Context: an optimization exercise on an open-source flow, tuned for small area, a short achievable clock period and few clock cycles. The choices shown serve that exercise and are no tape-out recipe.
Power and IR drop assume default switching activity.

Design gb_mbc_core, start of the top module:
module gb_mbc_core (
    input  wire         clk,
    input  wire         rst,
    input  wire         cmd_valid,
    output wire         cmd_ready,
    input  wire [31:0]  cmd_word,
    output wire         res_valid,
    output wire [7:0]   res_status,
    output wire [31:0]  res_value,
    output wire [31:0]  res_aux,
    output wire         res_flag,
    output wire         res_hdr_valid,
    output wire [127:0] res_title,
    output wire [3:0]   res_mbc_type,
    output wire [1:0]   res_warn,
    output wire [15:0]  bus_addr,
    output wire         bus_set,
    output wire         bus_rd,
    output wire         bus_wr,
    output wire         bus_wait,
    output wire [7:0]   bus_wdata,
    input  wire         bus_ack,
    input  wire [7:0]   bus_rdata,
    input  wire         bus_err,
    output wire         out_valid,
    output wire [7:0]   out_data,
    input  wire         out_ready,
    output wire         in_req,
    input  wire         in_ack,
    input  wire [7:0]   in_data,
    input  wire         in_end,
    input  wire         in_fail
);
    localparam [3:0] ST_OK        = 4'h0;
    localparam [3:0] ST_BUSERR    = 4'h1;
    localparam [3:0] ST_UNSUP     = 4'h2;
    localparam [3:0] ST_FILEIO    = 4'h3;
    localparam [3:0] ST_ILLEGAL   = 4'h4;
    localparam [3:0] ST_NOSESSION = 4'h5;
    localparam [3:0] ST_FAULTED   = 4'h6;
    localparam [3:0] ST_ADDRUNSET = 4'h7;
    localparam [3:0] ST_CTRLWR    = 4'h8;
    localparam [3:0] ST_RAMNOTEN  = 4'h9;
    localparam [2:0] FAM_ROMONLY = 3'd0;
    localparam [2:0] FAM_MBC1    = 3'd1;
    localparam [2:0] FAM_MBC2    = 3'd2;
    localparam [2:0] FAM_MBC3    = 3'd3;
    localparam [2:0] FAM_MBC5    = 3'd4;
    localparam [4:0] OP_PARSE_HEADER    = 5'h01;
    localparam [4:0] OP_MAKE_ROM_READER = 5'h02;
    localparam [4:0] OP_ENABLE_RAM      = 5'h03;
    localparam [4:0] OP_DISABLE_RAM     = 5'h04;
    localparam [4:0] OP_SELECT_ROM_BANK = 5'h05;
    localparam [4:0] OP_SELECT_RAM_BANK = 5'h06;
    localparam [4:0] OP_SET_ADDR        = 5'h07;
  ...
For scale: roughly 310 flip-flops, ~310 I/O pins, ~18000 um^2 of cells after synthesis.
clock: 8.0 ns
lec_check: 0
cap_margin: 20
core_margin: 2
core_utilization: 40
cts_buf_list: sky130_fd_sc_hd__clkbuf_4 sky130_fd_sc_hd__clkbuf_8
cts_cluster_diameter: 60
cts_cluster_size: 12
setup_slack_margin: 4.8
slew_margin: 20
standard.sh (not shown) runs the stock make flow with config.mk's settings and CLKGATE_MAP_FILE= SYNTH_SCRIPT=/design/flow/synth_recipe.tcl, a recipe that flattens the netlist after the stock synthesis.
==> flow/flow/run.sh <==
#!/bin/bash
# The standard layout (standard.sh), with one change: the buffers that
# buffer_ports puts on every input and output port are buf_1 cells instead of
# the delay cells it picks by default; timing repair resizes them as needed.
set -euo pipefail
export BUFFER_PORTS_ARGS="-buffer_cell sky130_fd_sc_hd__buf_1"
bash standard.sh > standard.log 2>&1
Next try:
SETUP_SLACK_MARGIN = 4.5   (was 4.8)
Count of clock-buffer cells in the layout decreases by 9.
Area after synthesis stays the same.
Worst setup slack is worse by 170 ps.
Non-clock buffer count drops by 67.
Final cell count decreases by a few percent.
Via count drops by a few percent.
Routed wire length went down by a little under a tenth.
Function was not checked in any run of this note: the RTL went through the layout flow alone.

* * *

Another version of the RTL of gb_mbc_core (not shown whole).
Size in the first run: ~1,900 cells after synthesis, roughly 310 I/O pins.
// gb_mbc_core
module gb_mbc_core (
    input  wire         clk,
    input  wire         rst,
    input  wire         cmd_valid,
    output wire         cmd_ready,
    input  wire [31:0]  cmd_word,
    output wire         res_valid,
    output wire [7:0]   res_status,
    output wire [31:0]  res_value,
    output wire [31:0]  res_aux,
    output wire         res_flag,
    output wire         res_hdr_valid,
    output wire [127:0] res_title,
    output wire [3:0]   res_mbc_type,
    output wire [1:0]   res_warn,
    output wire [15:0]  bus_addr,
    output wire         bus_set,
    output wire         bus_rd,
    output wire         bus_wr,
    output wire         bus_wait,
    output wire [7:0]   bus_wdata,
    input  wire         bus_ack,
    input  wire [7:0]   bus_rdata,
    input  wire         bus_err,
    output wire         out_valid,
    output wire [7:0]   out_data,
    input  wire         out_ready,
    output wire         in_req,
    input  wire         in_ack,
    input  wire [7:0]   in_data,
    input  wire         in_end,
    input  wire         in_fail
);
==> flow/config.mk <==
export PLATFORM = sky130hd
export DESIGN_NAME = gb_mbc_core
export DESIGN_NICKNAME = gb_mbc_core
export VERILOG_FILES = /design/flow/design.v
export SDC_FILE = /design/flow/constraint.sdc
export NUM_CORES = 4
export LEC_CHECK = 0
export CAP_MARGIN = 20
export CORE_MARGIN = 2
export CORE_UTILIZATION = 40
export SETUP_SLACK_MARGIN = 5
export SLEW_MARGIN = 20
==> flow/constraint.sdc <==
create_clock -name core_clock -period 8.0 [get_ports {clk}]
set_input_delay 1.6000 -clock core_clock [delete_from_list [all_inputs] [get_ports {clk}]]
set_output_delay 1.6000 -clock core_clock [all_outputs]
set_load 0.01 [all_outputs]
run.sh (not shown) runs the stock make flow with config.mk's settings and CLKGATE_MAP_FILE= SYNTH_SCRIPT=/design/flow/synth_recipe.tcl, a recipe that flattens the netlist after the stock synthesis.
Stock flow here: none of the scripts above is used.
Edit:
==> flow/flow/run.sh (new file) <==
#!/bin/bash
# The standard layout (standard.sh), with one change: the buffers that
# buffer_ports puts on every input and output port are buf_1 cells instead of
# the delay cells it picks by default; timing repair resizes them as needed.
set -euo pipefail
export BUFFER_PORTS_ARGS="-buffer_cell sky130_fd_sc_hd__buf_1"
bash standard.sh > standard.log 2>&1
==> flow/standard.sh (new file) <==
#!/bin/bash
# synth_recipe.tcl (not shown) runs the flow's synth.tcl, then flattens the netlist and writes it again
# the make line also repeats each setting of config.mk as NAME=value (left out here)
make -C /OpenROAD-flow-scripts/flow DESIGN_CONFIG=/design/flow/config.mk WORK_HOME=/design/flow/orfs CLKGATE_MAP_FILE= SYNTH_SCRIPT=/design/flow/synth_recipe.tcl "${@:-finish}"
- CTS_BUF_LIST: not set -> sky130_fd_sc_hd__clkbuf_4 sky130_fd_sc_hd__clkbuf_8
- SETUP_SLACK_MARGIN: 5 -> 4.5
removed: flow/run.sh
Result:
- The changed run finished with timing, DRC and antenna clean
- clock skew came out higher by 6.5 ps
- final cell count came out lower by about 3.4%
- die area stays the same
- total power came out lower by about 5.6%
- worst hold slack improved by 7.5 ps
- wire length came out lower by 6.4%
- sequential power stays flat
- cell area came out lower by about 13%
- non-clock buffer count came out lower by 133
- utilization came out lower by 7.7 points
- setup slack got worse by 30 ps
Edit:
==> flow/run.sh (new file) <==
#!/bin/bash
# synth_recipe.tcl (not shown) runs the flow's synth.tcl, then flattens the netlist and writes it again
# the make line also repeats each setting of config.mk as NAME=value (left out here)
make -C /OpenROAD-flow-scripts/flow DESIGN_CONFIG=/design/flow/config.mk WORK_HOME=/design/flow/orfs CLKGATE_MAP_FILE= SYNTH_SCRIPT=/design/flow/synth_recipe.tcl finish
- CTS_BUF_LIST: sky130_fd_sc_hd__clkbuf_4 sky130_fd_sc_hd__clkbuf_8 -> not set
removed: flow/flow/run.sh
removed: flow/standard.sh
The new run completed with no timing, DRC or antenna violations; cell area grows by about 9%; synthesized area stays the same; setup slack improved by 14 ps; cell count shrinks by 0.67%; total power grows by 5.0%; sequential share of layout area shrinks by 3.4 points.
Edit:
- CTS_BUF_LIST: not set -> sky130_fd_sc_hd__clkbuf_4 sky130_fd_sc_hd__clkbuf_8
The new run produced a clean layout.
Final cell count rises slightly.
Utilization shrinks by 0.51 points.
Global-route usage stays flat.
Synthesized cell count does not change.
Function was not checked in any run of this note: the RTL went through the layout flow alone.

[static timing again, ports no longer ideal]
How much do the figures lean on ideal ports? The routed layouts below were timed once more, with nothing changed but the port constraints.
Step 1 sets driving cells, clkbuf_16 on the clock port and buf_2 on the other inputs (assumed; they add their load-dependent delay and slew).
Step 2, shift: input delay + t, output delay - t, t = (earliest + latest rising clock arrival at the registers) / 2. This alone moves slack from input paths to output paths.
a / b / c = no drivers / after step 1 / after step 2; a / b = the first two.
run	t (ns)	setup slack, ns	worst setup path after step 2	clock arrival spread, ns
the first run of note 1	0.672	4.692 / 4.692 / 4.106	input to register	0.032 / 0.032
the second run of note 1	0.667	4.526 / 4.526 / 3.899	input to register	0.048 / 0.048
the first run of note 2	0.623	4.349 / 4.349 / 3.795	input to register	0.018 / 0.018
the second run of note 2	0.692	4.318 / 4.318 / 3.731	input to register	0.027 / 0.027
the third run of note 2	0.613	4.332 / 4.332 / 3.880	input to register	0.028 / 0.028
the fourth run of note 2	0.704	4.333 / 4.333 / 3.818	input to register	0.032 / 0.031
After both steps setup and hold are still met in every run listed. For the second run of note 1, which loses most, drivers alone change the setup slack by 0.000 ns; drivers and shift together by -0.627 ns.
